This is an optimization exercise on Yosys and OpenROAD, whose aim is small area, a short achievable clock period and few clock cycles, not a production implementation. In this exercise RTL edits were held to simulation tests only and were not proved equivalent to the original. Power figures rest on the tool's default switching activity, not on a simulated workload.

### flow/run.sh
#!/bin/bash
# synth_recipe.tcl (not shown) runs the flow's synth.tcl, then flattens the netlist and writes it again
# the make line also repeats each setting of config.mk as NAME=value (left out here)
make -C /OpenROAD-flow-scripts/flow DESIGN_CONFIG=/design/flow/config.mk WORK_HOME=/design/flow/orfs CLKGATE_MAP_FILE= SYNTH_SCRIPT=/design/flow/synth_recipe.tcl finish
### flow/config.mk
export PLATFORM = sky130hd
export DESIGN_NAME = huff_codegen
export DESIGN_NICKNAME = huff_codegen
export VERILOG_FILES = /design/flow/design.v
export SDC_FILE = /design/flow/constraint.sdc
export NUM_CORES = 8
export LEC_CHECK = 0
export ABC_CLOCK_PERIOD_IN_PS = 4000
export CAP_MARGIN = 40
export CORE_MARGIN = 2
export CORE_UTILIZATION = 40
export SETUP_SLACK_MARGIN = 5
export SLEW_MARGIN = 20
export SYNTH_HIERARCHICAL = 1
export SYNTH_MINIMUM_KEEP_SIZE = 0
### flow/constraint.sdc
create_clock -name core_clock -period 10.0 [get_ports {clk}]
set_input_delay 2.0000 -clock core_clock [delete_from_list [all_inputs] [get_ports {clk}]]
set_output_delay 2.0000 -clock core_clock [all_outputs]
set_load 0.01 [all_outputs]
### flow/design.v
module huff_codegen (
    input  wire        clk,
    input  wire        rst,
    input  wire        start,
    input  wire [8:0]  src_len,
    input  wire        in_valid,
    output wire        in_ready,
    input  wire [7:0]  in_data,
    output wire        busy,
    output wire        out_valid,
    input  wire        out_ready,
    output wire [7:0]  out_value,
    output wire [7:0]  out_len,
    output wire [15:0] out_code
);
    localparam ST_IDLE  = 3'd0;
    localparam ST_LOAD  = 3'd1;
    localparam ST_MERGE = 3'd2;
    localparam ST_TDI   = 3'd3;
    localparam ST_TD    = 3'd4;
    localparam ST_OUT   = 3'd5;
    reg [2:0] state;
    reg       bz;           
    wire s_load  = (state == ST_LOAD);
    wire s_merge = (state == ST_MERGE);
    wire s_td    = (state == ST_TD);
    wire s_out   = (state == ST_OUT);
    integer i;
    function [3:0] tadd;
        input [3:0] a, b;
        begin
            tadd[0] = a[0] | b[0];
            tadd[1] = a[1] | b[1] | (a[0] & b[0]);
            tadd[2] = a[2] | b[2] | (a[1] & b[0]) | (a[0] & b[1]);
            tadd[3] = a[3] | b[3] | (a[2] & b[0]) | (a[1] & b[1]) | (a[0] & b[2]);
        end
    endfunction
    function [3:0] tsum16;
        input [63:0] x;
        reg [3:0] a [0:15];
        integer k, s;
        begin
            for (k = 0; k < 16; k = k + 1) a[k] = x[4*k +: 4];
            for (s = 1; s < 16; s = s * 2)
                for (k = 0; k < 16; k = k + 2 * s)
                    a[k] = tadd(a[k], a[k + s]);
            tsum16 = a[0];
        end
    endfunction
    reg        clr;         
    reg  [8:0] n;           
    reg        rdy_r;
    reg  [8:0] m;           
    reg  [7:0] vfirst;
    reg        iv1;         
    reg  [7:0] ca;          
    reg        v2;          
    reg  [7:0] wa;
    reg  [8:0] rcnt;
    reg        fwd;
    reg  [7:0] wlast;
    reg  [7:0] L;           
    reg  [7:0] lsel;        
    reg  [8:0] lleft;
    reg  [7:0] j;
    reg        ph;
    reg  [8:0] aw;
    reg        at;
    reg  [7:0] qn;
    reg  [1:0] bc;
    reg        rf;
    reg  [8:0] q0, q1;
    reg  [7:0] ra;
    reg        wbv;         
    reg  [7:0] wbj;
    reg  [8:0] wbw;
    reg  [1:0] wbt;
    reg  [1:0] rtypes;      
    reg  [7:0] tip, tipm1;
    reg        troot;
    reg        nv;
    reg        byp;
    reg  [9:0] bypc;
    reg  [7:0] mroot;
    reg  [8:0] oc;          
    reg        o1v, o1l;
    reg        o2v, o2l, o2b, o2r;
    reg  [7:0] o2val;
    reg        o3v, o3l, o3b, o3r;
    reg  [7:0] o3val;
    reg        ov, olast;
    reg  [7:0] oval;
    reg  [3:0] olen;
    reg  [9:0] ocode;
    reg        skv, sklast;
    reg  [7:0] skval;
    reg  [3:0] sklen;
    reg  [9:0] skcode;
    wire adv = ~skv;
    wire [15:0] c_ga, c_gt;
    reg  [15:0] c_first, c_second;
    integer q;
    reg  [15:0] c_b1, c_b2;     
    reg         c_two;
    always @* begin
        c_b1[0] = 1'b0;
        c_b2[0] = 1'b0;
        for (i = 1; i < 16; i = i + 1) begin
            c_b1[i] = |(c_ga & ((16'd1 << i) - 16'd1));
            c_b2[i] = 1'b0;
            for (q = 0; q < i; q = q + 1)
                c_b2[i] = c_b2[i] | (c_ga[q] & c_b1[q]);
        end
        for (i = 0; i < 16; i = i + 1) begin
            c_first[i]  = c_ga[i] & ~c_b1[i];
            c_second[i] = c_ga[i] & c_b1[i] & ~c_b2[i];
        end
        c_two = 1'b0;
        for (i = 1; i < 16; i = i + 1) c_two = c_two | (c_ga[i] & c_b1[i]);
    end
    wire       a_one = ~(|(c_gt & c_first));
    wire       ma  = |c_ga;
    wire       two = (|c_gt) | c_two;
    wire       lzero = (lleft == 9'd0);
    wire       have_int = (qn != 8'd0);
    wire [11:0] rd;
    wire       f_ok = (bc != 2'd0) | rf;
    wire [8:0] f0 = (bc != 2'd0) ? q0 : rd[8:0];
    wire [8:0] f1 = (bc == 2'd2) ? q1 : rd[8:0];
    wire       le_f = ({1'b0, L} <= f0);
    wire       ge_f = (f0 <= {1'b0, L});
    wire       mrg = s_merge & ~lzero;
    wire       tkl = mrg & (~have_int | (f_ok & le_f));    
    wire       take_leaf = tkl & ma;
    wire       dbl = take_leaf & ~ph & two;
    wire       take_int = mrg & ~take_leaf & f_ok & ge_f;
    wire       ext = take_leaf | take_int;
    wire [8:0] lleft_m1 = lleft - 9'd1;
    wire [8:0] lleft_m2 = lleft - 9'd2;
    wire [7:0] qn_p1 = qn + 8'd1;
    wire [7:0] qn_m1 = qn - 8'd1;
    wire [7:0] ra_p1 = ra + 8'd1;
    wire       step = mrg & ~ma;
    wire       create = (ext & ph) | dbl;
    wire [8:0] sum_l = aw + {1'b0, L};
    wire [8:0] sum_q = aw + q0;
    wire [8:0] sum_r = aw + rd[8:0];
    wire [8:0] sum_f = (bc != 2'd0) ? sum_q : sum_r;
    wire [8:0] wnew = dbl ? {L, 1'b0} : (take_leaf ? sum_l : sum_f);
    wire [1:0] tnew = {take_int, at & ~dbl};
    wire [8:0] xw = take_leaf ? {1'b0, L} : f0;
    wire [1:0] ntk = {1'b0, take_leaf} + {1'b0, dbl};
    wire       clps = s_merge & lzero;
    wire       tk2 = tkl & ~ph;
    wire [7:0] lcbase = fwd ? wlast : rcnt[7:0];
    wire       lnewv = v2 & ~fwd & (rcnt == 9'd0);
    wire [7:0] lcnt = lcbase + 8'd1;
    wire [7:0] cbus = s_load ? lcnt : j;
    wire       ldwe = s_load & v2;
    wire [15:0] c_hany, c_pany;
    wire [9:0]  c_rd [0:15];
    wire [3:0]  c_pidx [0:15];
    reg  [15:0] p_first;
    reg  [3:0]  p_gi;
    always @* begin
        p_gi = 4'd0;
        for (i = 0; i < 16; i = i + 1) begin
            p_first[i] = c_pany[i] & ~(|(c_pany & ((16'd1 << i) - 16'd1)));
            if (p_first[i]) p_gi = p_gi | i[3:0];
        end
    end
    wire       pany = |c_pany;
    wire [7:0] pv = {p_gi, c_pidx[p_gi]};
    wire       issue = s_out & adv & pany;
    wire       lsel_we = step | (s_load & load_end);
    wire [7:0] lsel_we_v = s_load ? 8'd1 : lsel_nx;
    wire [15:0] ld_oh = 16'd1 << wa[3:0];
    wire [15:0] wb_oh = 16'd1 << wbj[3:0];
    wire [15:0] w0_oh = 16'd1 << tip[3:0];
    wire [15:0] w1_oh = 16'd1 << tipm1[3:0];
    wire [15:0] j_oh  = 16'd1 << j[3:0];
    wire [15:0] j_ge  = 16'hffff << j[3:0];
    wire [15:0] h_lt  = ~(16'hffff << ra[3:0]);
    genvar g;
    generate
        for (g = 0; g < 16; g = g + 1) begin : gc
            hc_cgrp u (
                .clk(clk), .clr(clr),
                .ld_we(ldwe & (wa[7:4] == g)), .ld_oh(ld_oh),
                .cbus(cbus), .lsel_we(lsel_we), .lsel_nx(lsel_we_v),
                .tkl(tkl), .tk2(tk2), .ph(ph), .step(step), .s_merge(s_merge),
                .first(c_first[g]), .second(c_second[g]), .a_one(a_one),
                .ra_lo(ca[3:0]),
                .pick(issue & p_first[g]),
                .rdata(c_rd[g]),
                .gaR(c_ga[g]), .gtR(c_gt[g]),
                .hany(c_hany[g]),
                .paR(c_pany[g]), .pidx(c_pidx[g])
            );
        end
    endgenerate
    wire [9:0] crd = c_rd[ca[7:4]];
    wire [7:0] lsel_nx = (|c_hany) ? lsel + 8'd1 : {lsel[7:3] + 5'd1, 3'd0};
    wire [9:0] tdc  = troot ? 10'd1 : (byp ? bypc : rd[9:0]);
    wire       tt1  = troot ? rtypes[1] : rd[11];
    wire       tt0  = troot ? rtypes[0] : rd[10];
    wire       tdw  = s_td & (tt1 | tt0);
    wire       tdw2 = s_td & tt1 & tt0;
    wire [11:0] n_rd [0:15];
    wire [15:0] n_hany;
    wire [3:0]  n_hidx [0:15];
    reg  [15:0] h_first;
    reg  [3:0]  h_gi;
    always @* begin
        h_gi = 4'd0;
        for (i = 0; i < 16; i = i + 1) begin
            h_first[i] = n_hany[i] & ~(|(n_hany & ~((16'd2 << i) - 16'd1)));
            if (h_first[i]) h_gi = h_gi | i[3:0];
        end
    end
    wire       tany  = |n_hany;
    wire [7:0] tnext = {h_gi, n_hidx[h_gi]};
    generate
        for (g = 0; g < 16; g = g + 1) begin : gn
            hc_ngrp u (
                .clk(clk),
                .wb_we(wbv & (wbj[7:4] == g)), .wb_oh(wb_oh), .wbw(wbw), .wbt(wbt),
                .cl_all(clps & (j[7:4] < g)), .cl_part(clps & (j[7:4] == g)), .j_ge(j_ge), .j_oh(j_oh),
                .ph(ph), .at(at),
                .s_td(s_td),
                .w0_we(tdw & (tip[7:4] == g)), .w0_oh(w0_oh),
                .w1_we(tdw2 & (tipm1[7:4] == g)), .w1_oh(w1_oh),
                .tbus(tdc[8:0]), .tt1(tt1),
                .ra_lo(ra[3:0]),
                .h_all(ra[7:4] > g), .h_part(ra[7:4] == g), .h_lt(h_lt),
                .rdata(n_rd[g]),
                .h_any(n_hany[g]), .h_idx(n_hidx[g])
            );
        end
    endgenerate
    reg [11:0] rdr;         
    assign rd = rdr;
    wire [10:0] full = {(o3r ? 10'd1 : rd[9:0]), o3b};
    reg  [3:0]  flen;
    reg  [9:0]  fcode;
    always @* begin
        flen = 4'd0;
        for (i = 1; i < 11; i = i + 1)
            if (full[i]) flen = i[3:0];
        fcode = full[9:0] & ~(10'd1 << flen);
    end
    wire [8:0] m_next = m + {8'd0, lnewv};
    wire       load_end = s_load & ~clr & (n == 9'd0) & ~iv1;
    always @(posedge clk) begin
        if (~s_out | adv)
            rdr <= n_rd[ra[7:4]];
        if (rst) begin
            state <= ST_IDLE;
            bz    <= 1'b0;
            clr   <= 1'b0;
            rdy_r <= 1'b0;
            iv1   <= 1'b0;
            v2    <= 1'b0;
            wbv   <= 1'b0;
            o1v   <= 1'b0;
            o2v   <= 1'b0;
            o3v   <= 1'b0;
            ov    <= 1'b0;
            skv   <= 1'b0;
        end else begin
            clr <= 1'b0;
            wbv <= 1'b0;
            iv1 <= in_valid & rdy_r;
            if (in_valid & rdy_r) begin
                n <= n - 9'd1;
                if (n == 9'd1) rdy_r <= 1'b0;
            end
            if (s_load) ca <= in_data;
            v2 <= iv1;
            if (iv1) begin
                wa   <= ca;
                rcnt <= (crd[8] & ~crd[9]) ? {1'b0, crd[7:0]} : 9'd0;
                fwd  <= v2 & (wa == ca);
            end
            if (v2) begin
                wlast <= lcnt;
                if (lnewv) begin
                    m <= m + 9'd1;
                    vfirst <= wa;
                end
            end
            case (state)
                ST_IDLE: begin
                    if (start) begin
                        n     <= src_len;
                        rdy_r <= (src_len != 9'd0);
                        m     <= 9'd0;
                        clr   <= 1'b1;
                        state <= ST_LOAD;
                        bz    <= 1'b1;
                    end
                end
                ST_LOAD: begin
                    if (load_end) begin
                        L     <= 8'd0;
                        lsel  <= 8'd1;
                        lleft <= m_next;
                        j     <= 8'd0;
                        ph    <= 1'b0;
                        qn    <= 8'd0;
                        bc    <= 2'd0;
                        rf    <= 1'b0;
                        ra    <= 8'd0;
                        oc    <= 9'd0;
                        o1v   <= 1'b0;
                        o2v   <= 1'b0;
                        o3v   <= 1'b0;
                        if (m_next == 9'd0) begin
                            state <= ST_IDLE;
                            bz    <= 1'b0;
                        end else if (m_next == 9'd1) begin
                            state <= ST_OUT;
                            ov    <= 1'b1;
                            olast <= 1'b1;
                            oval  <= (lnewv ? wa : vfirst);
                            olen  <= 4'd1;
                            ocode <= 10'd0;
                        end else begin
                            state <= ST_MERGE;
                        end
                    end
                end
                ST_MERGE: begin
                    if (step) begin
                        L    <= lsel;
                        lsel <= lsel_nx;
                    end
                    if (dbl) lleft <= lleft_m2;
                    else if (take_leaf) lleft <= lleft_m1;
                    if (dbl) begin
                        j <= j + 8'd1;
                    end else if (ext) begin
                        ph <= ~ph;
                        if (~ph) begin
                            aw <= xw;
                            at <= take_int;
                        end else begin
                            j <= j + 8'd1;
                        end
                    end
                    if (create) begin
                        wbv <= 1'b1;
                        wbj <= j;
                        wbw <= wnew;
                        wbt <= tnew;
                    end
                    if (create & ~take_int) qn <= qn_p1;
                    else if (~create & take_int) qn <= qn_m1;
                    begin : win
                        reg [1:0] ws, rem;
                        reg [8:0] r0, r1;
                        reg       byp_n, iss;
                        ws  = bc + {1'b0, rf};
                        rem = ws - {1'b0, take_int};
                        r0  = take_int ? f1 : f0;
                        r1  = f1;
                        iss   = (ra != j) & (ws < 2'd2) & ~(wbv & (wbj == ra));
                        byp_n = create & (ra == j) & (rem < 2'd2);
                        rf <= iss;
                        if (iss | byp_n) ra <= ra_p1;
                        bc <= rem + {1'b0, byp_n};
                        q0 <= (rem == 2'd0) ? wnew : r0;
                        q1 <= (rem == 2'd1) ? wnew : r1;
                    end
                    if (create & (j == m[7:0] - 8'd2)) begin
                        state  <= ST_TDI;
                        ra     <= j;
                        rtypes <= tnew;
                    end
                    if (clps) begin
                        state  <= ST_TDI;
                        ra     <= m[7:0] - 8'd2;
                        rtypes <= {1'b1, ~((j == m[7:0] - 8'd2) & ph) | at};
                    end
                end
                ST_TDI: begin
                    mroot <= ra;
                    tip   <= ra - 8'd1;
                    tipm1 <= ra - 8'd2;
                    ra    <= tnext;
                    nv    <= tany;
                    troot <= 1'b1;
                    byp   <= 1'b0;
                    state <= ST_TD;
                    if (ra == 8'd0) state <= ST_OUT;    
                end
                ST_TD: begin
                    troot <= 1'b0;
                    byp   <= (tdw & (tip == ra)) | (tdw2 & (tipm1 == ra));
                    bypc  <= {tdc[8:0], (tip == ra) & tt1};
                    tip   <= tip - {7'd0, tt1} - {7'd0, tt0};
                    tipm1 <= tipm1 - {7'd0, tt1} - {7'd0, tt0};
                    ra    <= tnext;
                    if (~nv) state <= ST_OUT;
                    nv    <= tany;
                end
                ST_OUT: begin
                    if (adv) begin
                        o1v <= pany;
                        o1l <= (oc == m - 9'd1);
                        if (pany) begin
                            ca <= pv;
                            oc <= oc + 9'd1;
                        end
                        o2v   <= o1v;
                        o2l   <= o1l;
                        o2b   <= crd[8];
                        o2val <= ca;
                        ra    <= crd[7:0];
                        o2r   <= (crd[7:0] == mroot);
                        o3v   <= o2v;
                        o3l   <= o2l;
                        o3b   <= o2b;
                        o3r   <= o2r;
                        o3val <= o2val;
                    end
                    if (~ov | out_ready) begin
                        if (skv) begin
                            ov    <= 1'b1;
                            olast <= sklast;
                            oval  <= skval;
                            olen  <= sklen;
                            ocode <= skcode;
                            skv   <= 1'b0;
                        end else begin
                            ov    <= o3v;
                            olast <= o3l;
                            oval  <= o3val;
                            olen  <= flen;
                            ocode <= fcode;
                        end
                    end else if (o3v & adv) begin
                        skv    <= 1'b1;
                        sklast <= o3l;
                        skval  <= o3val;
                        sklen  <= flen;
                        skcode <= fcode;
                    end
                    if (ov & out_ready & olast) begin
                        state <= ST_IDLE;
                        bz    <= 1'b0;
                        ov    <= 1'b0;
                        o1v   <= 1'b0;
                        o2v   <= 1'b0;
                        o3v   <= 1'b0;
                    end
                end
                default: begin
                    state <= ST_IDLE;
                    bz    <= 1'b0;
                end
            endcase
        end
    end
    assign busy      = bz;
    assign in_ready  = rdy_r;
    assign out_valid = ov;
    assign out_value = oval;
    assign out_len   = {4'd0, olen};
    assign out_code  = {6'd0, ocode};
endmodule
module hc_cgrp (
    input  wire        clk,
    input  wire        clr,
    input  wire        ld_we,
    input  wire [15:0] ld_oh,
    input  wire [7:0]  cbus,
    input  wire        lsel_we,    
    input  wire [7:0]  lsel_nx,
    input  wire        tkl,
    input  wire        tk2,
    input  wire        ph,
    input  wire        step,
    input  wire        s_merge,
    input  wire        first,      
    input  wire        second,     
    input  wire        a_one,      
    input  wire [3:0]  ra_lo,
    input  wire        pick,       
    output wire [9:0]  rdata,
    output reg         gaR,        
    output reg         gtR,        
    output wire        hany,       
    output reg         paR,        
    output reg  [3:0]  pidx        
);
    reg [7:0]  d  [0:15];
    reg [15:0] f1, f0, cu;
    reg [7:0]  lsel;
    wire [15:0] cand = f0 & ~f1;
    reg  [15:0] ncv, hcv, oh1, oh2, pk, we1, we2, f1n;
    reg  [15:0] ia, it;         
    reg  [15:0] pp;             
    reg  [15:0] na, nt;         
    reg         ea, et;
    reg  [3:0]  ct;             
    reg  [1:0]  r;              
    integer k, s, q;
    function [3:0] tadd;
        input [3:0] a, b;
        begin
            tadd[0] = a[0] | b[0];
            tadd[1] = a[1] | b[1] | (a[0] & b[0]);
            tadd[2] = a[2] | b[2] | (a[1] & b[0]) | (a[0] & b[1]);
            tadd[3] = a[3] | b[3] | (a[2] & b[0]) | (a[1] & b[1]) | (a[0] & b[2]);
        end
    endfunction
    function [3:0] therm16;
        input [15:0] x;
        reg [3:0] a [0:15];
        integer b, w;
        begin
            for (b = 0; b < 16; b = b + 1) a[b] = {3'b000, x[b]};
            for (w = 1; w < 16; w = w * 2)
                for (b = 0; b < 16; b = b + 2 * w)
                    a[b] = tadd(a[b], a[b + w]);
            therm16 = a[0];
        end
    endfunction
    always @* begin
        for (k = 0; k < 16; k = k + 1) begin
            ncv[k] = cand[k] & (d[k] == lsel);
            hcv[k] = cand[k] & (d[k][7:3] == lsel[7:3]) & (d[k][2:0] != lsel[2:0]);
        end
        ia = cu;
        it = 16'd0;
        pp = f1;
        na = ncv;
        nt = 16'd0;
        for (s = 1; s < 16; s = s * 2)
            for (k = 15; k >= 0; k = k - 1)
                if ((k & s) != 0) begin
                    q = (k & ~(s - 1)) - 1;
                    it[k] = it[k] | it[q] | (ia[k] & ia[q]);
                    ia[k] = ia[k] | ia[q];
                    pp[k] = pp[k] | pp[q];
                    nt[k] = nt[k] | nt[q] | (na[k] & na[q]);
                    na[k] = na[k] | na[q];
                end
        pidx = 4'd0;
        for (k = 0; k < 16; k = k + 1) begin
            ea = (k == 0) ? 1'b0 : ia[k-1];
            et = (k == 0) ? 1'b0 : it[k-1];
            oh1[k] = cu[k] & first & ~ea;
            oh2[k] = cu[k] & (first ? (ea & ~et) : (second & a_one & ~ea));
            we1[k] = tkl & oh1[k];
            we2[k] = tk2 & oh2[k];
            pk[k]  = f1[k] & ((k == 0) ? 1'b1 : ~pp[k-1]);
            if (pk[k]) pidx = pidx | k[3:0];
            if (clr)
                f1n[k] = 1'b0;
            else if (we1[k] | we2[k])
                f1n[k] = 1'b1;
            else
                f1n[k] = f1[k] & ~(pick & pk[k]);
        end
        ct = therm16(cu);
        r  = {1'b0, |we1} + {1'b0, |we2};
    end
    assign hany  = |hcv;
    assign rdata = {f1[ra_lo], f0[ra_lo], d[ra_lo]};
    always @(posedge clk) begin
        if (lsel_we) lsel <= lsel_nx;
        f1  <= f1n;
        paR <= |f1n;
        if (step) begin
            gaR <= na[15];
            gtR <= nt[15];
        end else if (~s_merge) begin
            gaR <= 1'b0;
            gtR <= 1'b0;
        end else begin
            gaR <= ct[r];
            gtR <= (r == 2'd2) ? ct[3] : ct[r + 2'd1];
        end
        for (k = 0; k < 16; k = k + 1) begin
            if ((ld_we & ld_oh[k]) | we1[k] | we2[k])
                d[k] <= cbus;
            if (clr)
                f0[k] <= 1'b0;
            else if (ld_we & ld_oh[k])
                f0[k] <= 1'b1;
            else if (we1[k] | we2[k])
                f0[k] <= ph | we2[k];
            if (step) cu[k] <= ncv[k];
            else if (we1[k] | we2[k] | ~s_merge) cu[k] <= 1'b0;
        end
    end
endmodule
module hc_ngrp (
    input  wire        clk,
    input  wire        wb_we,
    input  wire [15:0] wb_oh,
    input  wire [8:0]  wbw,
    input  wire [1:0]  wbt,
    input  wire        cl_all,    
    input  wire        cl_part,   
    input  wire [15:0] j_ge,      
    input  wire [15:0] j_oh,
    input  wire        ph,
    input  wire        at,
    input  wire        s_td,
    input  wire        w0_we,
    input  wire [15:0] w0_oh,
    input  wire        w1_we,
    input  wire [15:0] w1_oh,
    input  wire [8:0]  tbus,
    input  wire        tt1,
    input  wire [3:0]  ra_lo,
    input  wire        h_all,     
    input  wire        h_part,    
    input  wire [15:0] h_lt,
    output wire [11:0] rdata,
    output wire        h_any,
    output reg  [3:0]  h_idx
);
    reg [9:0] c [0:15];
    reg [1:0] t [0:15];
    reg [15:0] hs;
    integer k;
    always @* begin
        h_idx = 4'd0;
        for (k = 0; k < 16; k = k + 1) begin
            hs[k] = (t[k] != 2'd0) & (h_all | (h_part & h_lt[k]));
            if (hs[k]) h_idx = k[3:0];
        end
    end
    assign h_any = |hs;
    assign rdata = {t[ra_lo], c[ra_lo]};
    always @(posedge clk) begin
        for (k = 0; k < 16; k = k + 1) begin
            if ((wb_we & wb_oh[k]) | (w0_we & w0_oh[k]) | (w1_we & w1_oh[k]))
                c[k] <= s_td ? {tbus, w0_we & w0_oh[k] & tt1} : {1'b0, wbw};
            if (wb_we & wb_oh[k])
                t[k] <= wbt;
            else if (cl_all | (cl_part & j_ge[k]))
                t[k] <= {1'b1, ~(cl_part & j_oh[k] & ph) | at};
        end
    end
endmodule
==> results of run 1 <==
==> what timing repair did <==
item	CTS	global route
hold buffers	0	0
setup buffers	343	151
hold endpoints to repair	0	0
pin swaps	282	213
gates cloned	43	22
endpoints found under the setup margin	2805	1154
resized for setup	976	587
==> critical path, cell delays in order (launching register included) <==
cell      delay [ns]
edfxtp_1        0.44
nor2_4          0.27
buf_6           0.16
mux2i_4         0.24
inv_2           0.07
ha_4            0.22
o211ai_1        0.11
a21oi_2         0.06
o311a_1         0.38
o31ai_4         0.32
nor2_4          0.10
buf_12          0.17
buf_16          0.15
buf_16          0.16
and3b_2         0.25
o21ai_4         0.09
nor2_2          0.06
o21ai_2         0.20
nand4_1         0.14
nor4bb_2        0.38
and4_1          0.27
nand4_1         0.24
ha_4            0.40
nand2_1         0.05
o211ai_1        0.78
==> registers in the layout, indices dropped and copies added (netlist names), 10 cells and up <==
register,flops
gc.u.gtR,16
gc.u.gaR,16
gc.u.paR,16
gc.u.f1,256
gc.u.cu,256
gc.u.lsel,128
rdr,12
skcode,10
ocode,10
gn.u.c,2560
gc.u.d,2048
gn.u.t,512
gc.u.f0,256
==> final timing paths <==
check	from	endpoint	slack, ns	cells after the start
worst max register to register	bc[1]	gc[6].u.gaR	4.00	24
worst min-delay path	o2val[4]	o3val[4]	0.42	0
worst min register to register	o2val[4]	o3val[4]	0.42	0
worst max-delay path	bc[1]	gc[6].u.gaR	4.00	24
==> cell families after synthesis <==
logic type	synth area share, %
xor+xnor	3.785
mux	5.120
simple gates	17.17
fa+ha+maj	0.8267
buf+inv	4.060
flops	52.10
compound gates	16.93
other cells	0.002111
==> Yosys stat by module (local to each module, per instance) <==
module / flops+latches / cells / area, um2 / times used
huff_codegen: 301 / 2658 / 23230 / 1
hc_cgrp: 187 / 1220 / 11840 / 16
hc_ngrp: 192 / 729 / 8944 / 16
==> power by group <==
group          switching (uW)  total (uW)  internal, uW
clock                   11900       27400         15500
combinational            8770       12100          3370
sequential                502       29900         29400
total                   21200       69400         48200
==> layer usage <==
layer | share of wire (%) | vias up
met4 | 7.3 | 130
li1 | - | 129900
met2 | 41 | 26060
met5 | 0.095 | -
met3 | 14 | 5305
met1 | 37 | 157400
==> layout by cell type, fill, tap and decap left out, types with 460 or more instances in the layout <==
cell type and instances:
nand3_1 952, clkbuf_16 748, nand2b_1 541, inv_1 792, buf_4 1141, a22oi_1 589
xor2_1 1129, nand4_1 460, nor2b_1 782, a21oi_1 1890, edfxtp_1 5791, dfxtp_1 572
nor3_1 523, o22ai_1 598, nand2_1 3673, mux2i_1 775, nor2_1 2493, o21ai_0 1184
a31oi_1 744
==> cell type report <==
class	count	area [um2]	area share (%)
Antenna cell	324	810.8	0.1973
Clock buffer	899	19130	4.656
Clock inverter	419	4592	1.118
Inverter	901	3538	0.8612
Multi-Input combinational cell	24320	162300	39.51
Sequential cell	6365	185400	45.12
Tap cell	11830	14800	3.603
Timing Repair Buffer	1874	20210	4.918
Timing Repair inverter	3	66.31	0.01614
==> stage by stage <==
| stage | util (%) | instances | total power [uW] | area (um2) | hold WS, ns |
|---|---|---|---|---|---|
| finish | 46.32 | 46940 | 69370 | 410900 | 0.4215 |
| global route | 46.25 | 46710 | 70550 | 410300 | 0.4259 |
| CTS | 45.64 | 46350 | 68380 | 404900 | 0.4186 |
| detailed placement | 42.07 | 44650 | 41000 | 373200 | 0.4045 |
| global placement | 41.55 | 44290 | 40820 | 368600 | 0.4005 |
| floorplan | - | 33890 | 36200 | 356100 | 0.4003 |
==> out/metrics.cfg, run 1 <==
[run_status]
outcome=finished clean

[sta]
fin_ws_ns=3.997
slew_headroom_pct=17.98
hold_viol=0
skew_ns=0.1559
tightestPinTransition_ns=1.230
slew_viol_final=0
fin_crit_sh_pct=60.03
fin_crit_ns=6.003
rsz0062_at_grt=true
setup_tns_ns=0
finalSetupViolCount=0
max_freq_mhz=166.6

[cts]
cts_buffer_depth=4
clock_sinks=6365
htree_levels=6
clock_latency_ns=1.27
cts_tree=built
cts-root-buf=clkbuf_16
cts_buffers=717
path_clk_slew_ns=0.06

[global_routing]
grt_util_met1_pct=48.19
grtUsageMet2_pct=51.70
grt_max_degree=172
grt_pass1_vias=290100
busiest_layer=met2
grt_pass1_wl_um=2354000
gr-usage-met3_pct=12.61
overflow=0
grt_use_total_pct=36.60
antenna_found_initial=219

[final_layout]
area_growth_pct=15.47
num-nets-final=34370
final.fill_count=81530
drive_above_1_share_pct=16.02

[die]
pin_count=57
dieArea_um2=897100
die_h_um=947.1
start_util_pct=40.11
rows=346
core-area_um2=887000
die_w_um=947.1

[route]
first_iter_violations=56240
wl_per_cell_um=37.10
routed_wl_um=1741000
drc=0
ant_nets=0
vias=318800
firstDrtPassIters=13
via_per_inst=6.792

[synthesis]
avgSynthCellArea_um2=10.51
yosysMostFrequentCell=edfxtp_1
synth-seq-cells=6365
synth.cell_area_um2=355800
ys_seq_area_share_pct=52.10
synth_cell_types=126
synth-edff-count=5791
synthCells=33840
yosysTopAreaCellShare_pct=48.87
synth_flop_cell=edfxtp_1
synth_common_cells=5791 x edfxtp_1, 3844 x nand2_1, 2674 x nor2_1, 1975 x a21oi_1, 1273 x o21ai_0
async_flop_share_pct=0
synthTopCellsByArea=edfxtp_1 49%, nand2_1 4.1%, dfxtp_1 3.2%, nor2_1 2.8%, xor2_1 2.8%
yosysTopAreaCell=edfxtp_1
synth-warning-count=13

[placement]
io_buffer_count=46
place_congestion=1.073
place_ws_ns=3.059
dp_hpwl_um=1202000

[power_and_ir_drop]
powerDensity_nw_per_um2=168.9
p_leak_uw=0.1415
peakVddDrop_v=0.0002387

[worst_setup_path]
critPathLaunchType=flip-flop
critPathArrivalTime_ns=6.98
worstPathRequired_ns=10.97
path_class=flip-flop to flip-flop
cp_max_fo=7
end_kind=flip-flop

[run]
max-cap-violations=0

[worst_hold_path]
hold_class=flip-flop to flip-flop

Testbench counts, summed over its fixed seeds: cycles 15,951.
==> run 2: changes to the inputs <==
--- a/flow/config.mk
+++ b/flow/config.mk
@@ -8,7 +8,8 @@
 export ABC_CLOCK_PERIOD_IN_PS = 4000
 export CAP_MARGIN = 40
 export CORE_MARGIN = 2
-export CORE_UTILIZATION = 40
+export CORE_UTILIZATION = 50
+export PLACE_DENSITY = 0.7
 export SETUP_SLACK_MARGIN = 5
 export SLEW_MARGIN = 20
 export SYNTH_HIERARCHICAL = 1
==> run 2 against run 1 <==
Sequential cell count unchanged; critical path depth rose by 7; critical endpoint is now gc[11].u.gtR; synthesized cell count did not move; clock skew is 0.019 ns lower.
==> out/metrics.cfg, run 2 <==
[synthesis]
synthCells=33840  ; unchanged
synth.cell_area_um2=355800  ; unchanged
async_flop_share_pct=0  ; unchanged
ys_seq_area_share_pct=52.10  ; unchanged
avgSynthCellArea_um2=10.51  ; unchanged
yosysTopAreaCell=edfxtp_1
yosysTopAreaCellShare_pct=48.87  ; unchanged
synth-edff-count=5791  ; unchanged
synth_flop_cell=edfxtp_1
synth-seq-cells=6365  ; unchanged
synth_cell_types=126  ; unchanged
yosysMostFrequentCell=edfxtp_1
synth_common_cells=5791 x edfxtp_1, 3844 x nand2_1, 2674 x nor2_1, 1975 x a21oi_1, 1273 x o21ai_0
synth-warning-count=13  ; unchanged
synthTopCellsByArea=edfxtp_1 49%, nand2_1 4.1%, dfxtp_1 3.2%, nor2_1 2.8%, xor2_1 2.8%

[placement]
dp_hpwl_um=1164000  ; -3.1%
place_congestion=1.075  ; +0.18%
numPlacedInstances=42190  ; -5.5%
io_buffer_count=46  ; unchanged

[sta]
whs_ns=0.4217  ; +0.0002220 ns
slew_headroom_pct=9.953  ; -8.0 points
hold_viol=0  ; unchanged
slew_viol_final=0  ; unchanged
fin_crit_ns=6.026  ; +0.02309 ns
skew_ns=0.1365  ; -0.01934 ns
tightestPinTransition_ns=1.351  ; +0.1204 ns
finalSetupViolCount=0  ; unchanged
setup_tns_ns=0  ; unchanged
max_freq_mhz=165.9  ; -0.38%
rsz0062_at_grt=true
fin_crit_sh_pct=60.26  ; +0.23 points

[final_layout]
num-nets-final=34320  ; -0.16%
fin_util_pct=57.29  ; +11 points
top_regs=gn.u.c (2560), gc.u.d (2048), gn.u.t (512)
drive_above_1_share_pct=15.79  ; -0.23 points
largest_reg_flops=2560  ; unchanged
final_cell_mix=5791 x edfxtp_1, 3645 x nand2_1, 2487 x nor2_1, 1900 x a21oi_1, 1205 x buf_4
regMostFlops=gn.u.c
area_growth_pct=14.10
final_common_cell=edfxtp_1
layout.cells.non_filler=44540  ; -5.1%

[power_and_ir_drop]
internal_power_uw=47500  ; -1.5%
p_leak_uw=0.1403  ; -0.88%
p_comb_share_pct=17.1  ; -0.4 points
clkPwrFrac_pct=39.1  ; -0.4 points
p_sw_uw=20800  ; -1.7%
power_uw=68300  ; -1.6%
netSwitchingFraction_pct=30.45  ; -0.059 points
peakVddDrop_v=0.0001941  ; -19%
powerDensity_nw_per_um2=168.2  ; -0.37%
seqPwrFrac_pct=43.7  ; +0.7 points

[worst_hold_path]
hold_end=o3val[2]
hold_class=flip-flop to flip-flop
hp-start=o2val[2]
holdPathStages=0  ; unchanged

[cts]
cts_buffers=696  ; -2.9%
path_clk_slew_ns=0.06  ; about the same
htree_levels=6  ; unchanged
clock_sinks=6365  ; unchanged
cts-root-buf=clkbuf_16
cts_tree=built
clock_latency_ns=1.26  ; about the same
cts_buffer_depth=4  ; unchanged

[global_routing]
grt_pass1_wl_um=2307000  ; -2.0%
grt_use_total_pct=45.12  ; +8.5 points
overflow=0  ; unchanged
grt_max_degree=178  ; +3.5%
antenna_found_initial=201  ; -8.2%
grt_pass1_vias=290900  ; +0.28%

[route]
drc=0  ; unchanged
firstDrtPassIters=10  ; -3
routed_wl_um=1708000  ; -1.9%
wl_per_cell_um=38.35  ; +3.4%
via_per_inst=7.198  ; +6.0%
first_iter_violations=56590  ; +0.62%
vias=320600  ; +0.58%
ant_nets=0  ; unchanged

[worst_setup_path]
critPathLaunchType=flip-flop
critPathArrivalTime_ns=7.11  ; +0.13 ns
end_kind=flip-flop
critPathMaxStageDelay_ns=0.43  ; -0.35 ns
ff2ff_path_depth=31  ; +29%
reg2reg_from=bc[1]
worstPathRequired_ns=11.09  ; +0.12 ns
r2r_end=gc[11].u.gtR
path_class=flip-flop to flip-flop
critical_path.most_common_cell=buf_12
r2r_setup_slack_ns=3.97  ; -0.02 ns
cp_max_fo=14  ; +7
crit_path_top_delay_cell=edfxtp_1

[run_status]
outcome=finished clean

[die]
core-area_um2=708700  ; -20%
die_w_um=847.6  ; -11%
pin_count=57  ; unchanged
start_util_pct=50.21  ; +10 points
dieArea_um2=718400  ; -20%
die_h_um=847.6  ; -11%
rows=309  ; -11%

[run]
max-cap-violations=0  ; unchanged

[run 2: cell counts after synthesis]
No cell type changed its count.
[run 2: cell families after synthesis]
kind of cell	Yosys count	share of synthesized area [%]
AOI/OAI and AO/OA	8723	16.93
DFF	6365	52.10
other	2	0.002111
xor gates and xnor gates	1533	3.785
muxes	1478	5.120
buffers and inverters	3201	4.060
and+or+nand+nor	12290	17.17
adders and majority gates	249	0.8267
[run 2: worst max-delay path: cells and delay by family (launching register included)]
family / cells / cell delay, ns
multiplexers: 1 / 0.27
AND/OR/NAND/NOR: 9 / 1.45
AO/OA/AOI/OAI: 9 / 1.86
adder cells (fa/ha/maj): 2 / 0.55
flip-flops: 1 / 0.43
buffers and inverters: 10 / 1.25
[run 2: through the flow]
| step | instance area (um2) | setup WS [ns] |
|---|---|---|
| finish | 406000 | 3.974 |
| global placement | 365500 | 2.793 |
| CTS | 399100 | 4.183 |
| global route | 405400 | 3.872 |
| floorplan | 356100 | 4.447 |
| detailed placement | 368900 | 2.681 |
[run 2: how the worst max path moves through the flow]
stage	start	end	slack [ns]	depth (start not counted)
after floorplan	gc[1].u.gaR	gc[10].u.gtR	4.45	22
final	bc[1]	gc[11].u.gtR	3.97	31
after global routing	bc[1]	gc[2].u.gtR	3.87	31
after CTS	bc[0]	gc[1].u.gaR	4.18	26
after detailed placement	gc[0].u.gaR	gc[1].u.gaR	2.68	23
after global placement	gc[0].u.gaR	gc[1].u.gaR	2.79	22
[run 2: layer usage]
layer | up-vias | global-route usage (%) | part of all wire [%]
li1 | 129800 | - | -
met2 | 27860 | 63.87 | 41
met1 | 156200 | 56.08 | 35
met4 | 82 | 36.77 | 9.9
met3 | 6780 | 15.08 | 14
met5 | - | 0.3835 | 0.035
[run 2: final cells by class]
class                   instances  area (um2)
diodes                        350       875.8
clock buffers                 866       18470
repair buffers               1838       18850
fillers                     59660      302700
inverters                     901        3530
repair inverters                1       5.005
well taps                    9485       11870
flip-flops and latches       6365      185400
multi-input cells           24330      162400
clock inverters               413        4636
[run 2: per-module statistics from Yosys (local to each module, per instance)]
module,flops+latches,cells,times used
huff_codegen,301,2658,1
hc_ngrp,192,729,16
hc_cgrp,187,1220,16
[run 2: what timing repair did]
action | 4_1_cts | 5_1_grt
gates cloned | 29 | 26
setup endpoints to repair | 2913 | 1456
hold buffers | 0 | 0
pin swaps | 260 | 244
hold endpoints to repair | 0 | 0
gates resized for setup | 848 | 693
setup buffers | 369 | 203
[run 2: power by group through the flow]
stage | clock network (uW) | logic, uW | registers, uW
floorplan | 0 | 6060 | 30100
global placement | 0 | 10200 | 30500
global route | 27600 | 11800 | 29900
detailed placement | 0 | 10400 | 30400
CTS | 26600 | 10800 | 29900
finish | 26700 | 11700 | 29900
==> run 3: changes to the inputs <==
--- a/flow/design.v
+++ b/flow/design.v
@@ -127,8 +127,12 @@
     wire       f_ok = (bc != 2'd0) | rf;
     wire [8:0] f0 = (bc != 2'd0) ? q0 : rd[8:0];
     wire [8:0] f1 = (bc == 2'd2) ? q1 : rd[8:0];
-    wire       le_f = ({1'b0, L} <= f0);
-    wire       ge_f = (f0 <= {1'b0, L});
+    wire       le_q = ({1'b0, L} <= q0);
+    wire       le_r = ({1'b0, L} <= rd[8:0]);
+    wire       ge_q = (q0 <= {1'b0, L});
+    wire       ge_r = (rd[8:0] <= {1'b0, L});
+    wire       le_f = (bc != 2'd0) ? le_q : le_r;
+    wire       ge_f = (bc != 2'd0) ? ge_q : ge_r;
     wire       mrg = s_merge & ~lzero;
     wire       tkl = mrg & (~have_int | (f_ok & le_f));    
     wire       take_leaf = tkl & ma;
@@ -504,7 +508,7 @@
     reg  [15:0] na, nt;         
     reg         ea, et;
     reg  [3:0]  ct;             
-    reg  [1:0]  r;              
+    reg         t1, t2;         
     integer k, s, q;
     function [3:0] tadd;
         input [3:0] a, b;
@@ -565,7 +569,8 @@
                 f1n[k] = f1[k] & ~(pick & pk[k]);
         end
         ct = therm16(cu);
-        r  = {1'b0, |we1} + {1'b0, |we2};
+        t1 = tkl & first;
+        t2 = tk2 & (first ? gtR : (second & a_one));
     end
     assign hany  = |hcv;
     assign rdata = {f1[ra_lo], f0[ra_lo], d[ra_lo]};
@@ -580,8 +585,8 @@
             gaR <= 1'b0;
             gtR <= 1'b0;
         end else begin
-            gaR <= ct[r];
-            gtR <= (r == 2'd2) ? ct[3] : ct[r + 2'd1];
+            gaR <= (t1 & t2) ? ct[2] : ((t1 | t2) ? ct[1] : ct[0]);
+            gtR <= (t1 & t2) ? ct[3] : ((t1 | t2) ? ct[2] : ct[1]);
         end
         for (k = 0; k < 16; k = k + 1) begin
             if ((ld_we & ld_oh[k]) | we1[k] | we2[k])
--- a/flow/config.mk
+++ b/flow/config.mk
@@ -8,8 +8,7 @@
 export ABC_CLOCK_PERIOD_IN_PS = 4000
 export CAP_MARGIN = 40
 export CORE_MARGIN = 2
-export CORE_UTILIZATION = 50
-export PLACE_DENSITY = 0.7
+export CORE_UTILIZATION = 40
 export SETUP_SLACK_MARGIN = 5
 export SLEW_MARGIN = 20
 export SYNTH_HIERARCHICAL = 1
==> run 3 against run 2 <==
Count of clock-buffer cells in the layout increased by 51; area after synthesis shrank 2.0%; non-clock buffer count down 317; highest routed layer unchanged; combinational power is 86% higher; register-to-register slack gained 0.82 ns; die area increased by 22%; design area down 2.0%; largest power group unchanged; critical path depth decreased by 19; sequential share of layout area grew 0.91 points; synthesized cell count is 3.3% lower; total power is 18% higher; sequential power up 5%.
==> out/metrics.cfg, run 3 <==
[run_status]
outcome=finished clean

[sta]
skew_ns=0.1019  ; -0.03464 ns
slew_viol_final=0  ; unchanged
rsz0062_at_grt=true
fin_crit_sh_pct=52.05  ; -8.2 points
slew_headroom_pct=17.94  ; +8.0 points
fin_crit_ns=5.205  ; -0.8213 ns
setup_tns_ns=0  ; unchanged
max_freq_mhz=192.1  ; +16%
hold_viol=0  ; unchanged
finalSetupViolCount=0  ; unchanged
tightestPinTransition_ns=1.231  ; -0.1197 ns

[worst_setup_path]
critPathTopFamily=compound AO/OA/AOI/OAI gates
r2r_end=rdr[4]
path_class=flip-flop to flip-flop
crit_path_top_delay_cell=nand4_1
worstPathRequired_ns=10.97  ; -0.12 ns
ff2ff_path_depth=12  ; -61%
critPathMaxStageDelay_ns=0.74  ; +0.31 ns
end_kind=flip-flop
critPathBufInv=4  ; -6
cp_max_fo=54  ; +40
r2r_setup_slack_ns=4.80  ; +0.82 ns
critPathLaunchType=flip-flop
startpoint=ra[3]
reg2reg_from=ra[3]
critPathArrivalTime_ns=6.18  ; -0.93 ns
crit_path_cell_trace=clkbuf_16 > buf_12 > buf_6 > nor2b_1 > buf_4 > a22o_1 > a221oi_2 > a31oi_1 > o32a_1 > a22oi_1 > nand4_1 > o22a_1

[final_layout]
num-nets-final=32980  ; -3.9%
final_cell_mix=5791 x edfxtp_1, 3399 x nand2_1, 2377 x nor2_1, 1811 x a21oi_1, 1380 x xnor2_1
final_common_cell=edfxtp_1
area_growth_pct=14.14  ; about the same
drive_above_1_share_pct=13.48  ; -2.3 points
largest_reg_flops=2560  ; unchanged
fin_util_pct=45.71  ; -12 points
regMostFlops=gn.u.c
top_regs=gn.u.c (2560), gc.u.d (2048), gn.u.t (512)

[global_routing]
overflow=0  ; unchanged
grt_use_total_pct=35.25  ; -9.9 points
antenna_found_initial=170  ; -15%
grt_max_degree=161  ; -9.6%
grt_pass1_vias=276000  ; -5.1%
grt_pass1_wl_um=2213000  ; -4.1%

[die]
start_util_pct=40.05  ; -10 points
rows=343  ; +11%
pin_count=57  ; unchanged
dieArea_um2=879400  ; +22%
die_w_um=937.8  ; +11%
core-area_um2=870800  ; +23%
die_h_um=937.8  ; +11%

[synthesis]
yosysTopAreaCellShare_pct=49.86  ; +0.99 points
synth-edff-count=5791  ; unchanged
synth-warning-count=13  ; unchanged
ys_seq_area_share_pct=53.16  ; +1.1 points
avgSynthCellArea_um2=10.66  ; +1.4%
yosysMostFrequentCell=edfxtp_1
synthTopCellsByArea=edfxtp_1 50%, nand2_1 3.7%, xnor2_1 3.5%, dfxtp_1 3.3%, mux2i_1 2.7%
synth-seq-cells=6365  ; unchanged
synth.cell_area_um2=348800  ; -2.0%
synth_flop_cell=edfxtp_1
synthCells=32710  ; -3.3%
yosysTopAreaCell=edfxtp_1
synth_cell_types=118  ; -6.3%
async_flop_share_pct=0  ; unchanged
synth_common_cells=5791 x edfxtp_1, 3469 x nand2_1, 2520 x nor2_1, 1875 x a21oi_1, 1406 x o21ai_0

[run]
max-cap-violations=0  ; unchanged

[route]
firstDrtPassIters=14  ; +4
routed_wl_um=1632000  ; -4.5%
vias=300800  ; -6.2%
wl_per_cell_um=36.02  ; -6.1%
first_iter_violations=47240  ; -17%
ant_nets=0  ; unchanged
via_per_inst=6.638  ; -7.8%
drc=0  ; unchanged

[cts]
htree_levels=6  ; unchanged
clock_sinks=6365  ; unchanged
clock_latency_ns=1.23  ; -0.03 ns
path_clk_slew_ns=0.06  ; about the same
cts_tree=built
cts-root-buf=clkbuf_16
cts_buffers=711  ; +2.2%
cts_buffer_depth=4  ; unchanged

[placement]
dp_hpwl_um=1126000  ; -3.3%
place_congestion=1.018  ; -5.3%
io_buffer_count=46  ; unchanged

[worst_hold_path]
holdPathStages=0  ; unchanged
hp-start=o3val[5]
hold_end=skval[5]
hold_class=flip-flop to flip-flop

[power_and_ir_drop]
p_comb_share_pct=27.1  ; +10 points
clkPwrFrac_pct=33.7  ; -5.4 points
seqPwrFrac_pct=39.1  ; -4.6 points
p_leak_uw=0.1331  ; -5.1%
peakVddDrop_v=0.0002204  ; +14%
netSwitchingFraction_pct=35.44  ; +5.0 points
p_sw_uw=28450  ; +37%
internal_power_uw=51810  ; +9.1%
powerDensity_nw_per_um2=201.6  ; +20%

## run 3: how the worst max path moves through the flow
stage	slack [ns]	cells after the start	to
6_report	4.80	12	rdr[4]
4_1_cts	4.81	19	gc[3].u.paR
3_3_place_gp	2.12	14	gc[10].u.lsel[7]
3_5_place_dp	3.28	15	gc[8].u.lsel[7]
2_1_floorplan	4.19	9	gc[10].u.paR
5_1_grt	4.78	19	gc[3].u.paR
## run 3: worst reg2reg max path: stages (launching register included)
cell       delay, ns
edfxtp_1        0.47
clkbuf_16       0.48
buf_12          0.36
buf_6           0.40
nor2b_1         0.24
buf_4           0.22
a22o_1          0.24
a221oi_2        0.27
a31oi_1         0.08
o32a_1          0.47
a22oi_1         0.58
nand4_1         0.74
o22a_1          0.45
## run 3: metal layers
metal | global-route usage, % | wire length (um) | vias up | share of wire, %
met2 | 51.74 | 699700 | 21680 | 43
met1 | 44.56 | 602400 | 149100 | 37
met3 | 9.418 | 187300 | 4829 | 11
met5 | 0 | 551 | - | 0.034
li1 | - | - | 125100 | -
met4 | 26.51 | 142000 | 66 | 8.7
## run 3: power by group through the flow
stage / Sequential [uW] / Clock, uW / Combinational (uW)
after floorplan: 31300 / 0 / 12000
after global placement: 32100 / 0 / 19100
after detailed placement: 32000 / 0 / 19800
after CTS: 31400 / 27100 / 20500
after global routing: 31500 / 28100 / 22400
final: 31400 / 27100 / 21800
## run 3: cell type report
cell class | instances | area, um2
Clock buffer | 917 | 19110
Inverter | 592 | 2394
Sequential cell | 6365 | 185400
Antenna cell | 325 | 813.3
Clock inverter | 395 | 4431
Multi-Input combinational cell | 23640 | 154800
Fill cell | 80110 | 472700
Timing Repair Buffer | 1521 | 16640
Tap cell | 11560 | 14460
## run 3: timing repair
action                     4_1_cts  5_1_grt
hold endpoints to repair         0        0
setup endpoints to repair     2269      581
pin swaps                       63       75
gates resized for setup        445      408
hold buffers                     0        0
buffers inserted               187       77
cloned                          31       11
## run 3: cells by family (layout without fill, tap and decap cells)
logic type / after synthesis / after routing / share of synthesized area (%)
fa+ha+maj: 209 / 209 / 0.6996
xor+xnor: 1911 / 1911 / 4.799
mux: 1599 / 1599 / 5.562
simple gates: 11630 / 11640 / 16.42
flops: 6365 / 6365 / 53.16
buf+inv: 2761 / 3425 / 3.580
compound gates: 8236 / 8236 / 15.78
other cells: 2 / 374 / 0.002153
## run 3: through the flow
step / cell area, um2 / instances / hold slack [ns] / total power [uW] / setup WS [ns]
after global placement: 361200 / 42940 / 0.4021 / 51220 / 2.117
final: 398100 / 45310 / 0.4137 / 80250 / 4.795
after global routing: 397500 / 45070 / 0.4198 / 82010 / 4.780
after floorplan: 349000 / 32760 / 0.4003 / 43310 / 4.190
after CTS: 393900 / 44820 / 0.4086 / 79000 / 4.806
after detailed placement: 366300 / 43290 / 0.4045 / 51780 / 3.281
## run 3: per-module statistics from Yosys, one instance, submodules excluded
module,cells,copies in the design
hc_cgrp,1148,16
hc_ngrp,729,16
huff_codegen,2680,1
Testbench counts of run 3, summed over its fixed seeds: cycles 15,951.
==> run 4: changes to the inputs <==
--- a/flow/config.mk
+++ b/flow/config.mk
@@ -5,7 +5,7 @@
 export SDC_FILE = /design/flow/constraint.sdc
 export NUM_CORES = 8
 export LEC_CHECK = 0
-export ABC_CLOCK_PERIOD_IN_PS = 4000
+export ABC_AREA = 1
 export CAP_MARGIN = 40
 export CORE_MARGIN = 2
 export CORE_UTILIZATION = 40
==> run 4 against run 3 <==
Total power up 16%; setup slack better by 0.018 ns; sequential share of layout area rose by 0.94 points; critical path depth grew 1; non-clock buffer count fell by 342; count of clock-buffer cells in the layout down 46; sequential cell count is the same; fmax increased by 0.34%; sequential power rose by 4%; hold slack worse by 0.026 ns; critical path type unchanged.
==> out/metrics.cfg, run 4 <==
[cts]
clock_sinks=6365  ; unchanged
clock_latency_ns=1.22  ; about the same
cts_tree=built
path_clk_slew_ns=0.06  ; about the same
cts-root-buf=clkbuf_16
htree_levels=6  ; unchanged
cts_buffer_depth=4  ; unchanged
cts_buffers=708  ; -0.42%

[sta]
fin_crit_sh_pct=51.87  ; -0.18 points
rsz0062_at_grt=true
slew_viol_final=0  ; unchanged
skew_ns=0.1517  ; +0.04978 ns
slew_headroom_pct=24.25  ; +6.3 points
max_freq_mhz=192.8  ; +0.34%
fin_ws_ns=4.813  ; +0.01780 ns
finalSetupViolCount=0  ; unchanged
tightestPinTransition_ns=1.136  ; -0.09467 ns
hold_viol=0  ; unchanged
fin_crit_ns=5.187  ; -0.01780 ns
whs_ns=0.3879  ; -0.02581 ns
setup_tns_ns=0  ; unchanged

[worst_hold_path]
hold_class=flip-flop to flip-flop

[global_routing]
grt_pass1_wl_um=2065000  ; -6.7%
grt_use_total_pct=32.88  ; -2.4 points
grt_pass1_vias=279200  ; +1.2%
grt_max_degree=132  ; -18%
antenna_found_initial=144  ; -15%
overflow=0  ; unchanged

[power_and_ir_drop]
clkPwrFrac_pct=29.4  ; -4.3 points
internal_power_uw=55040  ; +6.2%
p_leak_uw=0.1534  ; +15%
p_comb_share_pct=35.5  ; +8.4 points
netSwitchingFraction_pct=41.00  ; +5.6 points
seqPwrFrac_pct=35.1  ; -4.0 points
powerDensity_nw_per_um2=239.1  ; +19%
p_sw_uw=38240  ; +34%
peakVddDrop_v=0.0002747  ; +25%

[synthesis]
ys_seq_area_share_pct=53.92  ; +0.76 points
yosysTopAreaCellShare_pct=50.58  ; +0.72 points
synthCells=39400  ; +20%
synth_common_cells=13110 x nand2_1, 5791 x edfxtp_1, 4052 x nor2_1, 3314 x inv_1, 2877 x nand3_1
synth-edff-count=5791  ; unchanged
synth.cell_area_um2=343800  ; -1.4%
synthTopCellsByArea=edfxtp_1 51%, nand2_1 14%, nor2_1 4.4%, nand3_1 4.2%, inv_1 3.6%
synth-seq-cells=6365  ; unchanged
synth_flop_cell=edfxtp_1
synth-warning-count=13  ; unchanged
synth_cell_types=79  ; -33%
yosysMostFrequentCell=nand2_1
yosysTopAreaCell=edfxtp_1
avgSynthCellArea_um2=8.727  ; -18%
async_flop_share_pct=0  ; unchanged

[worst_setup_path]
path_class=flip-flop to flip-flop
critPathLaunchType=flip-flop
critPathTopFamily=compound AO/OA/AOI/OAI gates
critPathBufInv=3  ; -1
end_kind=flip-flop
cp_max_fo=30  ; -44%
crit_path_cell_trace=buf_4 > nor2_2 > inv_1 > nor2_1 > buf_4 > nand2_1 > nand2_1 > a221oi_1 > a31oi_2 > a22o_1 > a221oi_2 > nand4_1 > a211o_4
worstPathRequired_ns=10.89  ; -0.08 ns
crit_path_top_delay_cell=nand4_1
critPathMaxStageDelay_ns=0.79  ; +0.05 ns
critPathArrivalTime_ns=6.08  ; -0.10 ns

[final_layout]
top_regs=gn.u.c (2560), gc.u.d (2048), gn.u.t (512)
num-nets-final=40320  ; +22%
drive_above_1_share_pct=9.264  ; -4.2 points
area_growth_pct=13.47
regMostFlops=gn.u.c
final.fill_count=81940  ; +2.3%
largest_reg_flops=2560  ; unchanged
fin_util_pct=45.54  ; -0.18 points
final_cell_mix=12970 x nand2_1, 5791 x edfxtp_1, 3876 x nor2_1, 3265 x inv_1, 2834 x nand3_1
final_common_cell=nand2_1

[die]
die_w_um=931.1  ; -0.71%
start_util_pct=40.13  ; +0.078 points
pin_count=57  ; unchanged
dieArea_um2=867000  ; -1.4%
rows=340  ; -0.87%
die_h_um=931.1  ; -0.71%
core-area_um2=856800  ; -1.6%

[route]
ant_nets=0  ; unchanged
routed_wl_um=1490000  ; -8.7%
firstDrtPassIters=10  ; -4
vias=306600  ; +1.9%
first_iter_violations=44660  ; -5.5%
via_per_inst=5.851  ; -12%
wl_per_cell_um=28.43  ; -21%
drc=0  ; unchanged

[placement]
place_ws_ns=3.165  ; -0.1160 ns
io_buffer_count=46  ; unchanged
place_congestion=1.040  ; +2.2%
dp_hpwl_um=1087000  ; -3.5%

[run_status]
outcome=finished clean

[run]
max-cap-violations=0  ; unchanged

==> run 4: cell types whose count changed in the layout (fill, tap and decap cells not counted), moves of 420 or more <==
cell / before / now
a21oi_1: 1811 / 641
a31oi_1: 928 / 104
inv_1: 512 / 3265
mux2_2: 422 / 2
mux2i_1: 944 / 4
nand2_1: 3399 / 12972
nand2b_1: 622 / 0
nand3_1: 1137 / 2834
nand4_1: 307 / 883
nor2_1: 2377 / 3876
nor2b_1: 536 / 0
==> run 4: path summary, 6_finish.rpt <==
check,cells past startpoint,start,end,slack [ns]
worst max-delay path,13,ra[0],rdr[9],4.81
worst min-delay path,0,o2val[7],o3val[7],0.39
worst max register to register,13,ra[0],rdr[9],4.81
worst min register to register,0,o2val[7],o3val[7],0.39
==> run 4: power groups by stage <==
stage               clock [uW]  combinational, uW  sequential (uW)
floorplan                    0              17500            33100
global placement             0              29500            33700
detailed placement           0              30600            33400
CTS                      27600              31300            32800
global route             28600              34500            32800
finish                   27400              33100            32800
==> run 4: modules after synthesis (local to each module, per instance) <==
module	cell area, um2	cells
huff_codegen	22810	3077
hc_cgrp	11580	1501
hc_ngrp	8487	769
==> run 4: stage by stage <==
stage                     power [uW]  instances  area, um2
after global routing           95910      52250     389800
after global placement         63130      50520     358600
after CTS                      91670      52110     387400
after detailed placement       64030      50720     361700
after floorplan                50530      39440     344100
final                          93280      52400     390100
==> run 4: worst register-to-register path, stage by stage (launching register included) <==
cell      delay, ns
edfxtp_1       0.40
buf_4          0.64
nor2_2         0.43
inv_1          0.20
nor2_1         0.06
buf_4          0.20
nand2_1        0.08
nand2_1        0.04
a221oi_1       0.40
a31oi_2        0.33
a22o_1         0.37
a221oi_2       0.27
nand4_1        0.79
a211o_4        0.69
==> run 4: metal layers <==
| metal | wire length [um] | track usage (%) | vias to the layer above |
|---|---|---|---|
| met5 | 1641 | 0 | - |
| met1 | 603300 | 45.61 | 147800 |
| li1 | - | - | 135300 |
| met4 | 80270 | 14.66 | 86 |
| met2 | 614900 | 47.59 | 19730 |
| met3 | 189700 | 9.676 | 3700 |
==> run 4: area by class of cell <==
class / instances / area (um2) / share of cell area (%)
tap: 11460 / 14340 / 3.674
multi-input combinational: 28370 / 141000 / 36.14
clock buffer: 871 / 18600 / 4.768
clock inverter: 449 / 5414 / 1.388
inverter: 3548 / 13500 / 3.461
timing repair buffer: 1179 / 11490 / 2.946
timing repair inverter: 1 / 7.507 / 0.001924
sequential: 6365 / 185400 / 47.52
antenna: 156 / 390.4 / 0.1001
==> run 4: cells by family after synthesis <==
group           count (synthesis)  synth area share, %
other cells                     2             0.002184
mux                             6              0.01820
simple gates                22490                27.68
flops                        6365                53.92
compound gates               4121                7.891
xor+xnor                     1579                4.022
fa+ha+maj                     127               0.4709
buf+inv                      4708                5.998
==> run 4: what timing repair did <==
item | in CTS | in global routing
gates resized for setup | 285 | 273
hold buffers | 0 | 0
buffers inserted | 61 | 84
pin swaps | 34 | 57
endpoints found under the setup margin | 2428 | 1728
cloned | 4 | 3
==> run 5: changes to the inputs <==
==> flow/flow/run.sh (new file) <==
#!/bin/bash
set -euo pipefail
bash standard.sh finish SETUP_SLACK_MARGIN=6.5 > standard_flow.log 2>&1
==> flow/standard.sh (new file) <==
#!/bin/bash
# synth_recipe.tcl (not shown) runs the flow's synth.tcl, then flattens the netlist and writes it again
# the make line also repeats each setting of config.mk as NAME=value (left out here)
make -C /OpenROAD-flow-scripts/flow DESIGN_CONFIG=/design/flow/config.mk WORK_HOME=/design/flow/orfs CLKGATE_MAP_FILE= SYNTH_SCRIPT=/design/flow/synth_recipe.tcl "${@:-finish}"
--- a/flow/config.mk
+++ b/flow/config.mk
@@ -5,11 +5,10 @@
 export SDC_FILE = /design/flow/constraint.sdc
 export NUM_CORES = 8
 export LEC_CHECK = 0
-export ABC_AREA = 1
+export ABC_CLOCK_PERIOD_IN_PS = 4000
 export CAP_MARGIN = 40
 export CORE_MARGIN = 2
 export CORE_UTILIZATION = 40
-export SETUP_SLACK_MARGIN = 5
 export SLEW_MARGIN = 20
 export SYNTH_HIERARCHICAL = 1
 export SYNTH_MINIMUM_KEEP_SIZE = 0
removed: flow/run.sh
==> run 5 against run 4 <==
Still clean; setup slack lost 0.0086 ns; fmax shrank 0.17%; routed wire length grew 19%; non-clock buffer count grew 2162; total power shrank 6.6%; largest cell class unchanged; largest power group is now registers.
==> out/metrics.cfg, run 5 <==
[die]
start_util_pct=40.05  ; -0.078 points
dieArea_um2=879400  ; +1.4%
rows=343  ; +0.88%
pin_count=57  ; unchanged
core-area_um2=870800  ; +1.6%
die_h_um=937.8  ; +0.71%
die_w_um=937.8  ; +0.71%

[worst_setup_path]
critPathLaunchType=flip-flop
path_class=flip-flop to flip-flop
end_kind=flip-flop
crit_path_cell_trace=buf_4 > and3_1 > buf_6 > nand2b_2 > a21oi_1 > buf_4 > and3_2 > nand4_1 > o21ai_1 > a31oi_1 > or4_4 > or3_1 > or4_4 > or4_4
crit_path_top_delay_cell=or4_4
reg2reg_from=state[2]
startpoint=state[2]
worstPathRequired_ns=11.07  ; +0.18 ns
critPathArrivalTime_ns=6.26  ; +0.18 ns
cp_max_fo=27  ; -10%
critical_path.most_common_cell=or4_4
critPathMaxStageDelay_ns=0.58  ; -0.21 ns

[power_and_ir_drop]
p_leak_uw=0.1529  ; -0.33%
peakVddDrop_v=0.0002264  ; -18%
powerDensity_nw_per_um2=197.5  ; -17%

[synthesis]
synth_cell_types=118  ; +49%
synth-seq-cells=6365  ; unchanged
yosysMostFrequentCell=edfxtp_1
async_flop_share_pct=0  ; unchanged
synth_flop_cell=edfxtp_1
yosysTopAreaCell=edfxtp_1
synth.cell_area_um2=348800  ; +1.4%
synth_common_cells=5791 x edfxtp_1, 3469 x nand2_1, 2520 x nor2_1, 1875 x a21oi_1, 1406 x o21ai_0
ys_seq_area_share_pct=53.16  ; -0.76 points
synth-warning-count=13  ; unchanged
synthTopCellsByArea=edfxtp_1 50%, nand2_1 3.7%, xnor2_1 3.5%, dfxtp_1 3.3%, mux2i_1 2.7%
yosysTopAreaCellShare_pct=49.86  ; -0.72 points
avgSynthCellArea_um2=10.66  ; +22%
synthCells=32710  ; -17%
synth-edff-count=5791  ; unchanged

[worst_hold_path]
hold_class=flip-flop to flip-flop
hp-start=o2val[1]

[cts]
cts_buffer_depth=4  ; unchanged
clock_latency_ns=1.23  ; about the same
clock_sinks=6365  ; unchanged
cts_buffers=714  ; +0.85%
path_clk_slew_ns=0.07  ; about the same
cts-root-buf=clkbuf_16
cts_tree=built
ctsHoldBuffers=0  ; unchanged
htree_levels=6  ; unchanged

[final_layout]
final_common_cell=edfxtp_1
regMostFlops=gn.u.c
num-nets-final=34810  ; -14%
fin_util_pct=50.66  ; +5.1 points
drive_above_1_share_pct=25.34  ; +16 points
top_regs=gn.u.c (2560), gc.u.d (2048), gn.u.t (512)
area_growth_pct=26.48
finish.instance_area_um2=441100  ; +13%
final_cell_mix=5791 x edfxtp_1, 2971 x nand2_1, 2165 x nor2_1, 1736 x buf_4, 1527 x a21oi_1
largest_reg_flops=2560  ; unchanged
layout.cells.non_filler=47150  ; -10%

[placement]
io_buffer_count=46  ; unchanged
place_congestion=1.040  ; about the same
dp_hpwl_um=1129000  ; +3.9%
numPlacedInstances=43300  ; -15%
dpl-instance-area_um2=366000  ; +1.2%

[sta]
hold_viol=0  ; unchanged
slew_headroom_pct=16.11  ; -8.1 points
fin_crit_ns=5.196  ; +0.008650 ns
skew_ns=0.08316  ; -0.06850 ns
tightestPinTransition_ns=1.258  ; +0.1221 ns
setup_tns_ns=0  ; unchanged
fin_crit_sh_pct=51.96  ; +0.086 points
whs_ns=0.4206  ; +0.03272 ns
slew_viol_final=0  ; unchanged
max_freq_mhz=192.5  ; -0.17%
finalSetupViolCount=0  ; unchanged
rsz0062_at_grt=true

[route]
via_per_inst=6.773  ; +16%
first_iter_violations=51510  ; +15%
firstDrtPassIters=14  ; +4
vias=319300  ; +4.2%
wl_per_cell_um=37.67  ; +32%
routed_wl_um=1776000  ; +19%
ant_nets=0  ; unchanged
drc=0  ; unchanged

[global_routing]
grt_pass1_vias=286800  ; +2.7%
grt_use_total_pct=37.57  ; +4.7 points
grt_max_degree=156  ; +18%
antenna_found_initial=205  ; +42%
grt_pass1_wl_um=2344000  ; +13%
overflow=0  ; unchanged

[run]
max-cap-violations=0  ; unchanged

[run_status]
outcome=finished clean

run 5: cell count changes in the layout (fill, tap and decap cells not counted), sizes merged, moves of 847 or more:
cell   change
nand2  -10020
nor2    -1781
a21oi   +1221
mux2i    +944
nand3   -1760
a31oi    +847
buf     +1993
inv     -2945
run 5: cell families after synthesis:
group | Yosys count | share of synthesized area [%]
AO/OA/AOI/OAI | 8236 | 15.78
XOR/XNOR | 1911 | 4.799
adder cells (fa/ha/maj) | 209 | 0.6996
buffers and inverters | 2761 | 3.580
flip-flops | 6365 | 53.16
multiplexers | 1599 | 5.562
other | 2 | 0.002153
AND/OR/NAND/NOR | 11630 | 16.42
run 5: metal layers:
metal	global-route usage, %	part of all wire (%)	vias to the layer above
met4	29.68	9.9	72
met3	10.12	13	6550
met1	47.53	35	157500
met2	54.37	42	26200
li1	-	-	129000
met5	0	0.029	-
run 5: timing repair:
item                                     CTS  global route
pin swaps                                585          1163
endpoints found under the setup margin  8134          5184
setup buffers                            991           882
gates cloned                             196            90
endpoints found under the hold margin      0             0
gates resized for setup                 3595          2634
run 5: Yosys stat by module, one instance, submodules excluded:
module | cells inside | flops+latches
hc_cgrp | 1148 | 187
huff_codegen | 2680 | 301
hc_ngrp | 729 | 192
run 5: worst max-delay path, delay by kind of cell, from the launching register on:
kind | cells | cell delay, ns
buffers and inverters | 3 | 0.87
and+or+nand+nor | 8 | 3.05
DFF | 1 | 0.34
AOI/OAI and AO/OA | 3 | 0.73
run 5: final cells by class:
| type | count | area [um2] |
|---|---|---|
| multi-input combinational | 23650 | 172800 |
| clock buffer | 871 | 18830 |
| timing repair buffer | 3341 | 40950 |
| fill | 75700 | 429700 |
| antenna | 320 | 800.8 |
| timing repair inverter | 1 | 7.507 |
| inverter | 592 | 2693 |
| sequential | 6365 | 185400 |
| clock inverter | 452 | 5165 |
| tap | 11560 | 14460 |
run 5: path summary, 6_finish.rpt:
check | depth (start not counted) | end | slack (ns)
setup reg to reg | 14 | gc[4].u.paR | 4.80
hold / removal | 0 | o3val[1] | 0.42
setup / recovery | 14 | gc[4].u.paR | 4.80
hold reg to reg | 0 | o3val[1] | 0.42
run 5: stage by stage:
stage	setup WS (ns)	total power, uW
2_1_floorplan	4.631	43260
3_3_place_gp	2.897	51390
3_5_place_dp	3.194	51860
4_1_cts	4.986	82920
5_1_grt	4.778	88430
6_report	4.804	87100
run 5: power breakdown:
part | switching [uW] | internal [uW] | leakage [uW] | total [uW]
combinational | 18600 | 9370 | 0.0829 | 28000
sequential | 1260 | 30300 | 0.0585 | 31500
clock | 12100 | 15400 | 0.0116 | 27500

## afterwards: timing with drivers on the ports
Ports are ideal in the flow. The routed layouts listed here were re-timed in OpenROAD.
Step 1, drivers: a clkbuf_16 drives clk and a buf_2 each remaining input, both assumed.
Step 2, shift: input delay + t, output delay - t, t = (earliest + latest rising clock arrival at the registers) / 2. This alone moves slack from input paths to output paths.
a / b / c = ideal / step 1 / step 2; a / b = the first two.
run	t (ns)	setup slack, ns	worst setup path at the end	pins driven straight from the clock port
run 1	1.345	3.997 / 3.997 / 3.997	register to register	1
run 2	1.339	3.974 / 3.974 / 3.974	register to register	1
run 3	1.347	4.795 / 4.795 / 4.610	input to register	1
run 4	1.293	4.813 / 4.813 / 4.813	register to register	1
run 5	1.361	4.804 / 4.804 / 4.804	register to register	1
After both steps every run listed still meets setup and hold. For run 3, which loses most, drivers alone change the setup slack by 0.000 ns; drivers and shift together by -0.185 ns.
